Background: an optimization exercise with open tools, aiming at small area, a short achievable clock period and few clock cycles per item. Do not read the settings as production practice. At most, simulation tests tie the RTL to the original design; equivalence was not proved. Power and IR drop assume default switching activity.

== the reference run ==
## ble_tx
module ble_tx (
    input  wire       clk,
    input  wire       rst,
    input  wire       start_valid,
    output wire       start_ready,
    input  wire [5:0] start_channel,
    input  wire [1:0] start_phy,
    input  wire [4:0] start_plen,
    input  wire       in_valid,
    output wire       in_ready,
    input  wire [7:0] in_data,
    output reg        out_valid,
    input  wire       out_ready,
    output reg  [7:0] out_data,
    output reg        out_last
);
Size: about 1200 cells after synthesis, roughly 370 flip-flops, roughly 38 I/O pins, about 16000 um2 of cells after synthesis.
export LEC_CHECK = 0
export CAP_MARGIN = 20
export CORE_MARGIN = 2
export CORE_UTILIZATION = 40
export CTS_BUF_LIST = sky130_fd_sc_hd__clkbuf_16
export CTS_CLUSTER_DIAMETER = 100
export CTS_CLUSTER_SIZE = 24
export PLACE_DENSITY = 0.6
export SETUP_SLACK_MARGIN = 2.7
export SLEW_MARGIN = 20
create_clock -name core_clock -period 5.0 [get_ports {clk}]
standard.sh (not shown) runs the stock make flow with config.mk's settings and CLKGATE_MAP_FILE= SYNTH_SCRIPT=/design/flow/synth_recipe.tcl, a recipe that flattens the netlist after the stock synthesis.
==> flow/flow/run.sh <==
#!/bin/bash
# The standard layout, with real buffers (not delay cells) on the ports.
set -euo pipefail
export BUFFER_PORTS_ARGS="-buffer_cell sky130_fd_sc_hd__buf_4"
bash standard.sh finish > layout.log 2>&1
Changes in the trial run relative to the reference run:
--- a/flow/design.v
+++ b/flow/design.v
@@ -12,12 +12,13 @@
     output reg        out_valid,
     input  wire       out_ready,
     output reg  [7:0] out_data,
     output reg        out_last
 );
     localparam [23:0] CRC_POLY = 24'h00065B;
+    localparam [23:0] CRC_INIT = 24'h555555;
     function [7:0] rev8(input [7:0] x);
         integer b;
         begin
             for (b = 0; b < 8; b = b + 1)
                 rev8[b] = x[7-b];
         end
@@ -147,13 +148,16 @@
     localparam [46:0] HDR_A0_S8 = {10'h000, 37'h092e71f77c};
     localparam [46:0] HDR_A1_S8 = {10'h3ff, 37'h0f99a8e06c};
     reg [1:0] oph;
     reg [5:0] ocnt;         
     reg [1:0] o_phy;
     reg [2:0] fec;          
-    wire adv   = !out_valid || out_ready;
+    reg       sk_v;
+    reg [7:0] sk_d;
+    reg       sk_l;
+    wire adv   = !sk_v;
     wire coded = o_phy[1];
     wire s8    = o_phy[0];
     wire e_b  = (oph == O_FRM) && fb[7];
     wire e_a1 = e_b ^ fec[1] ^ fec[2];
     wire e_a0 = e_a1 ^ fec[0];
     reg [7:0] s2_byte;
@@ -233,12 +237,13 @@
             ld_act    <= 1'b0;
             in_rdy    <= 1'b0;
             aph       <= A_IDLE;
             rb_v      <= 1'b0;
             fb_v      <= 1'b0;
             oph       <= O_IDLE;
+            sk_v      <= 1'b0;
             out_valid <= 1'b0;
         end else begin
             if (start_fire) begin
                 busy   <= 1'b1;
                 pend   <= 1'b1;
                 ld_act <= 1'b1;
@@ -277,14 +282,22 @@
             end
             if (pstart) begin
                 pend <= 1'b0;
                 oph  <= O_HDR;
                 aph  <= A_H0;
             end
-            if (adv)
-                out_valid <= emit;
+            if (!out_valid || out_ready) begin
+                if (sk_v) begin
+                    out_valid <= 1'b1;
+                    sk_v      <= 1'b0;
+                end else begin
+                    out_valid <= emit;
+                end
+            end else if (emit) begin
+                sk_v <= 1'b1;
+            end
         end
     end
     always @(posedge clk) begin
         if (start_fire) begin
             s_ch  <= start_channel;
             s_phy <= start_phy;
@@ -298,13 +311,13 @@
         pos_lo <= 4'd1 << pos_n[1:0];
         if (rb_load) begin
             rb_crc  <= (aph == A_CRC);
             rb_last <= (aph == A_CRC) && addr_end;
             rb_h0   <= (aph == A_H0);
             rb_h1   <= (aph == A_H1);
-            rb      <= (aph == A_H0 || aph == A_H1) ? 8'h00 : rd;
+            rb      <= rd;
             acnt    <= acnt - 3'd1;
             case (aph)
                 A_H1:   acnt <= 3'd5;
                 A_ADDR: if (addr_end) begin
                     acnt <= 3'd2;
                     a_rd <= 1'b1;
@@ -313,13 +326,13 @@
                 default: ;
             endcase
         end
         if (fb_load) begin
             fb      <= bsrc ^ wbyte(lfsr);
             fb_last <= rb_last;
-            crc     <= rb_crc ? {crc[15:0], 8'h00} : crc8(crc, rev8(rb));
+            crc     <= rb_crc ? {crc[15:0], 8'h00} : crc8(crc, bsrc);
             lfsr    <= lfsr8(lfsr);
         end else if (emit && oph == O_FRM) begin
             fb <= s8 ? {fb[6:0], 1'b0} : {fb[3:0], 4'h0};
         end
         if (emit) begin
             if (oph == O_FRM || oph == O_TERM)
@@ -329,15 +342,19 @@
                 ocnt <= s8 ? 6'd2 : 6'd0;
         end
         if (pstart) begin
             o_phy <= s_phy;
             ocnt  <= s_phy[1] ? 6'd46 : (s_phy[0] ? 6'd5 : 6'd4);
             fec   <= 3'd0;
-            crc   <= 24'h155555 ^ {8'h00, s_len[0], s_len[1], s_len[2], s_len[3], s_len[4], s_len[5], 10'h000};
+            crc   <= CRC_INIT;
             lfsr  <= {s_ch[0], s_ch[1], s_ch[2], s_ch[3], s_ch[4], s_ch[5], 1'b1};
         end
-        if (adv) begin
-            out_data <= nb;
-            out_last <= nl;
+        if (!out_valid || out_ready) begin
+            out_data <= sk_v ? sk_d : nb;
+            out_last <= sk_v ? sk_l : nl;
+        end
+        if (!sk_v) begin
+            sk_d <= nb;
+            sk_l <= nl;
         end
     end
 endmodule
Both conditions hold for the trial run: the flow ran to the end and the final layout passed the timing, design-rule and antenna checks. ~same worst hold slack in the reference run and the trial run. The reference run → the trial run: final routed wirelength across all metal layers went up about 5.4%, non-clock buffer count went up, sequential area share after synthesis held, switching power as a share of total power saw an increase. Going from the reference run to the trial run, worst setup slack increased by 0.12 ns relative to the old numbers; area after synthesis increased by about 0.38% relative to the old numbers. First-iteration detailed-routing DRC count went up by a few percent going from the reference run to the trial run. Total power after layout is lower on the reference run. | part of the power in the clock network | higher: the reference run |. met1 usage came out lower on the trial run than on the reference run. Sequential share of power (the trial run over the reference run): decrease, 1.9 points.
Function was not checked in any run of this note: the RTL went through the layout flow alone.

* * *

## amber
ble_tx, a different RTL version from the one above (not shown whole).
For scale: roughly 0.014 mm^2 of cells after synthesis.
Settings: LEC_CHECK=0, CAP_MARGIN=20, CORE_MARGIN=2, CORE_UTILIZATION=40, CTS_BUF_LIST=sky130_fd_sc_hd__clkbuf_16, CTS_CLUSTER_DIAMETER=100, CTS_CLUSTER_SIZE=24, PLACE_DENSITY=0.6, SETUP_SLACK_MARGIN=2.7, SLEW_MARGIN=20; clock period 5.0 ns.
Scripts as last shown in full above: flow/flow/run.sh
#### Input delta (harbor over amber)
--- a/flow/design.v
+++ b/flow/design.v
@@ -85,15 +85,15 @@
                      A_H0   = 3'd1,
                      A_H1   = 3'd2,
                      A_ADDR = 3'd3,
                      A_PAY  = 3'd4,
                      A_CRC  = 3'd5;
     reg [2:0] aph;
     reg [4:0] pos;          
-    reg [3:0] pos_lo;       
+    wire [3:0] pos_lo = 4'd1 << pos[1:0];
     reg [4:0] lpos;         
     reg [4:0] acnt;         
     reg       acnt_z;       
     reg       rb_v;
     reg [7:0] rb;
     reg       rb_crc;
     reg       rb_h0;        
@@ -131,15 +131,14 @@
     wire [4:0] lpos_1 = inc31(lpos);
     wire [6:0] l0     = 7'd32 - {1'b0, s_len};
     wire [4:0] lpos_0 = l0[6] ? l0[4:0] + 5'd31 : l0[4:0];    
     wire [4:0] pos_n  = first ? 5'd26 :                        
                         pos_z ? lpos_1 :
                         inc_r ? pos_2 : pos_1;
     wire [4:0] lpos_n = first ? lpos_0 : lpos_1;
-    wire [3:0] lo_n   = 4'd1 << pos_n[1:0];
     reg  [7:0] bsrc;
     always @(*) begin
         if (rb_crc)
             bsrc = crc[23:16];
         else if (rb_h0)
             bsrc = 8'h40;                             
         else if (rb_h1)
@@ -305,15 +304,14 @@
             s_len <= {1'b0, start_plen} + 6'd6;
             wcnt  <= 6'd0;
             a_rd  <= 1'b0;
         end
         if (in_fire)
             wcnt <= wcnt_inc;
         pos    <= pos_n;
-        pos_lo <= lo_n;
         lpos   <= lpos_n;
         wp     <= first ? 5'd0 : in_fire ? wp : inc31(wp);
         if (rb_load) begin
             rb_crc  <= (aph == A_CRC);
             rb_last <= (aph == A_CRC) && addr_end;
             rb_h0   <= (aph == A_H0);
             rb_h1   <= (aph == A_H1);
==> comparison <==
harbor completed every stage of the flow, and the final layout passed the timing, design-rule and antenna checks. Both conditions hold for amber: the flow ran to the end and the final layout passed the timing, design-rule and antenna checks. Taking amber as the reference, in harbor global-route wire length before repair -700 um; footprint of the flip-flops and latches now smaller; mux cell area share after synthesis stayed essentially flat. On worst endpoint data arrival time, harbor and amber are neck and neck. On met1 wire length, harbor and amber are basically level. Between amber and harbor, the flow reports number of global-route vias before repair increasing slightly. Changes observed in harbor relative to amber: xor and xnor area share after synthesis barely changed, effective utilization at floorplan barely changed, combinational power share climbed 2.2 points. Number of vias per cell after detailed routing shrinks slightly when moving from amber to harbor. Comparing amber with harbor, the cell area came out essentially unchanged. In terms of share of the core filled with cells, harbor and amber differ only marginally. Synthesis-to-finish area growth is higher on harbor.
Testbench counts of harbor, summed over its fixed seeds: cycles 42,368, packets 384.
The RTL of amber was laid out without a check of its function.

* * *

== Q ==
Another version of the RTL of ble_tx (not shown whole).
Size in the first run: roughly 1300 cells after synthesis, about 38 I/O pins.
clock: 5.0 ns
lec_check: 0
cap_margin: 20
core_margin: 2
core_utilization: 40
cts_buf_list: sky130_fd_sc_hd__clkbuf_16
cts_cluster_diameter: 100
cts_cluster_size: 24
place_density: 0.6
setup_slack_margin: 2.7
slew_margin: 20
Scripts as last shown in full above: flow/flow/run.sh
Q | stages: all done | timing, DRC, antenna: all pass
Testbench counts of Q, summed over its fixed seeds: cycles 42,368, packets 384.
Setup changes, Q to T
diff --git a/flow/design.v b/flow/design.v
--- a/flow/design.v
+++ b/flow/design.v
@@ -60,41 +60,37 @@
     reg       pend;         
     reg [5:0] s_ch;
     reg [1:0] s_phy;
     reg [5:0] s_len;        
     assign start_ready = !busy;
     wire start_fire = start_valid && !busy;
     reg [247:0] mem;        
-    reg [4:0] wp;           
     reg       ld_act;       
     reg [5:0] wcnt;         
     reg       a_rd;         
     reg       in_rdy;       
     assign in_ready = in_rdy;
     wire in_fire = in_valid && in_rdy;
     always @(posedge clk) begin
-        mem <= {mem[239:0], in_fire ? in_data : mem[247:240]};
+        if (in_fire)
+            mem <= {mem[239:0], in_data};
     end
-    function [4:0] inc31(input [4:0] x);
-        inc31 = (x == 5'd30) ? 5'd0 : x + 5'd1;
-    endfunction
     wire [5:0] wcnt_inc = wcnt + 6'd1;
     wire in_last = (wcnt_inc == s_len);
     wire all_in  = !ld_act;
     wire a_in    = (wcnt >= 6'd6);
     localparam [2:0] A_IDLE = 3'd0,
                      A_H0   = 3'd1,
                      A_H1   = 3'd2,
                      A_ADDR = 3'd3,
                      A_PAY  = 3'd4,
                      A_CRC  = 3'd5;
     reg [2:0] aph;
-    reg [4:0] pos;          
+    reg [5:0] pos;          
     reg [3:0] pos_lo;       
-    reg [4:0] lpos;         
     reg [4:0] acnt;         
     reg       rb_v;
     reg [7:0] rb;
     reg       rb_crc;
     reg       rb_h0;        
     reg       rb_h1;        
     reg       rb_last;
@@ -118,27 +114,27 @@
             grp[g] = 8'd0;
             for (j = 0; j < 4; j = j + 1)
                 if (4*g + j < 31)
                     grp[g] = grp[g] | (pos_lo[j] ? mem[8*(4*g+j) +: 8] : 8'd0);
         end
         rd = grp[pos[4:2]];
     end
-    wire       first  = in_fire && wcnt == 6'd0;
+    wire [5:0] pos_1  = pos + 6'd1;
+    wire [5:0] pos_2  = pos + 6'd2;
     wire       inc_r  = rb_load && (aph == A_ADDR || aph == A_PAY);
+    wire       inc_w  = in_fire && aph != A_PAY;
     wire       pos_z  = rb_load && aph == A_ADDR && addr_end;
-    wire [4:0] pos_1  = inc31(pos);
-    wire [4:0] pos_2  = inc31(pos_1);
-    wire [4:0] lpos_1 = inc31(lpos);
-    wire [6:0] l0     = 7'd32 - {1'b0, s_len};
-    wire [4:0] lpos_0 = l0[6] ? l0[4:0] + 5'd31 : l0[4:0];    
-    wire [4:0] pos_n  = first ? 5'd26 :                        
-                        pos_z ? lpos_1 :
-                        inc_r ? pos_2 : pos_1;
-    wire [4:0] lpos_n = first ? lpos_0 : lpos_1;
-    wire [3:0] lo_n   = 4'd1 << pos_n[1:0];
+    wire [5:0] pos_n  = start_fire ? 6'd58 :                  
+                        pos_z ? 6'd0 :
+                        (inc_r && inc_w) ? pos_2 :
+                        (inc_r || inc_w) ? pos_1 : pos;
+    wire [3:0] lo_n   = start_fire ? 4'b0100 :
+                        pos_z ? 4'b0001 :
+                        (inc_r && inc_w) ? {pos_lo[1:0], pos_lo[3:2]} :
+                        (inc_r || inc_w) ? {pos_lo[2:0], pos_lo[3]} : pos_lo;
     reg  [7:0] bsrc;
     always @(*) begin
         if (rb_crc)
             bsrc = crc[23:16];
         else if (rb_h0)
             bsrc = 8'h40;                             
         else if (rb_h1)
@@ -253,16 +249,14 @@
                 busy   <= 1'b1;
                 pend   <= 1'b1;
                 ld_act <= 1'b1;
             end
             if (in_fire && in_last)
                 ld_act <= 1'b0;
             in_rdy <= (start_fire || (ld_act && !(in_fire && in_last))) &&
-                      (start_fire || first || (wcnt == 6'd0 && !in_fire) ||
-                       (in_fire ? wp == 5'd0 : wp == 5'd30)) &&
                       (start_fire || (in_fire ? wcnt_inc : wcnt) < 6'd31 ||
                        a_rd || (rb_load && aph == A_ADDR && addr_end));
             if (last_rd)
                 busy <= 1'b0;
             if (rb_load) begin
                 rb_v <= 1'b1;
                 case (aph)
@@ -305,16 +299,14 @@
             wcnt  <= 6'd0;
             a_rd  <= 1'b0;
         end
         if (in_fire)
             wcnt <= wcnt_inc;
         pos    <= pos_n;
         pos_lo <= lo_n;
-        lpos   <= lpos_n;
-        wp     <= first ? 5'd0 : in_fire ? wp : inc31(wp);
         if (rb_load) begin
             rb_crc  <= (aph == A_CRC);
             rb_last <= (aph == A_CRC) && addr_end;
             rb_h0   <= (aph == A_H0);
             rb_h1   <= (aph == A_H1);
             rb      <= (aph == A_H0 || aph == A_H1) ? 8'h00 : rd;
             acnt    <= acnt - 5'd1;
T has completed all stages; timing, DRC and antenna checks passed. In the reports for T and Q, the smaller combinational-cell power consumption belongs to T. The utilization in T was lower than what Q gave. Wire length was lower in the run labelled Q. Well-tap cell count (T over Q): increase, about 14%. Delta(first-pass GRT wire length, T - Q) > 0. T reports its worst setup path category as input pin to flip-flop while Q reports flip-flop to flip-flop. Relative to Q, final-layout clock buffer total has decreased by 4 in T.
No functional check of the RTL was part of T.

* * *

ble_tx, a different RTL version from the one above (not shown whole).
Size: roughly 370 flip-flops, ~38 I/O pins, about 16000 um2 of cells after synthesis.
Settings: LEC_CHECK=0, CAP_MARGIN=20, CORE_MARGIN=2, CORE_UTILIZATION=40, CTS_BUF_LIST=sky130_fd_sc_hd__clkbuf_16, CTS_CLUSTER_DIAMETER=100, CTS_CLUSTER_SIZE=24, PLACE_DENSITY=0.6, SETUP_SLACK_MARGIN=2.7, SLEW_MARGIN=20; clock period 5.0 ns.
Scripts as last shown in full above: flow/flow/run.sh
Then changed:
--- a/flow/design.v
+++ b/flow/design.v
@@ -113,28 +113,31 @@
         reg [7:0] grp [0:7];
         for (g = 0; g < 8; g = g + 1) begin
             grp[g] = 8'd0;
             for (j = 0; j < 4; j = j + 1)
                 if (4*g + j < 31)
                     grp[g] = grp[g] | (pos_lo[j] ? mem[8*(4*g+j) +: 8] : 8'd0);
         end
         rd = grp[pos[4:2]];
     end
-    wire [5:0] pos_r  = pos + {5'd0, rb_load && (aph == A_ADDR || aph == A_PAY)};
-    wire [5:0] pos_rw = pos_r + 6'd1;
+    wire [5:0] pos_1  = pos + 6'd1;
+    wire [5:0] pos_2  = pos + 6'd2;
+    wire       inc_r  = rb_load && (aph == A_ADDR || aph == A_PAY);
+    wire       inc_w  = in_fire && aph != A_PAY;
     wire       pos_z  = rb_load && aph == A_ADDR && addr_end;
     wire [5:0] pos_n  = start_fire ? 6'd58 :                  
                         pos_z ? 6'd0 :
-                        (in_fire && aph != A_PAY) ? pos_rw : pos_r;
-    wire [3:0] lo_r   = 4'd1 << pos_r[1:0];
+                        (inc_r && inc_w) ? pos_2 :
+                        (inc_r || inc_w) ? pos_1 : pos;
     wire [3:0] lo_n   = start_fire ? 4'b0100 :
                         pos_z ? 4'b0001 :
-                        (in_fire && aph != A_PAY) ? {lo_r[2:0], lo_r[3]} : lo_r;
+                        (inc_r && inc_w) ? {pos_lo[1:0], pos_lo[3:2]} :
+                        (inc_r || inc_w) ? {pos_lo[2:0], pos_lo[3]} : pos_lo;
     reg  [7:0] bsrc;
     always @(*) begin
         if (rb_crc)
             bsrc = crc[23:16];
         else if (rb_h0)
             bsrc = 8'h40;                             
         else if (rb_h1)
             bsrc = rev8({2'b00, s_len});              
         else
The changed run finished clean; setup slack gets better by 180 ps; final cell count shrinks slightly; critical path depth shrinks by 4; sequential share of layout area grows by 0.13 points; maximum frequency grows by a little under a tenth; clock-buffer cell count does not change; cell area is about the same; power grows by about a fifth; area after synthesis shrinks slightly; global-route usage grows by 0.88 points; wire length grows by a few percent; via count grows slightly.
Testbench counts after the change, summed over its fixed seeds: cycles 41,279, packets 384.
Only the layout flow was run in the first run of this note; the RTL was not checked for function there.

static timing again, ports no longer ideal:
The flow's constraints put no driver on any port. The routed layouts listed below were extracted and timed again, unchanged, in two steps. Step 1, drivers: a clkbuf_16 drives clk and a buf_2 each remaining input, both assumed. Step 2 also shifts input and output timing later by t, the mid clock arrival at the registers, as if the neighbouring blocks saw the same clock. Slacks: no drivers / after step 1 / after step 2; pairs: no drivers / after step 1.
run	shift t [ns]	setup slack, ns	latest minus earliest clock arrival (ns)	worst register clock-pin slew, ns	worst data-port slew with drivers (ns)
the reference run	0.564	2.479 / 2.479 / 1.952	0.029 / 0.028	0.10 / 0.10	0.04
the trial run	0.584	2.597 / 2.597 / 2.250	0.018 / 0.018	0.11 / 0.11	0.04
amber	0.570	2.759 / 2.759 / 2.261	0.018 / 0.018	0.11 / 0.11	0.03
harbor	0.574	2.749 / 2.749 / 2.251	0.024 / 0.025	0.10 / 0.10	0.04
Q	0.587	2.744 / 2.744 / 2.265	0.023 / 0.022	0.10 / 0.10	0.04
T	0.574	2.790 / 2.746 / 2.238	0.022 / 0.022	0.11 / 0.11	0.04
the first run of note 4	0.567	2.567 / 2.567 / 2.072	0.035 / 0.035	0.10 / 0.10	0.04
the second run of note 4	0.579	2.745 / 2.705 / 2.212	0.027 / 0.028	0.11 / 0.11	0.04
After both steps every run listed still meets setup and hold. The setup slack of T, which loses most, moves by -0.044 ns with the drivers and by -0.552 ns with both steps.
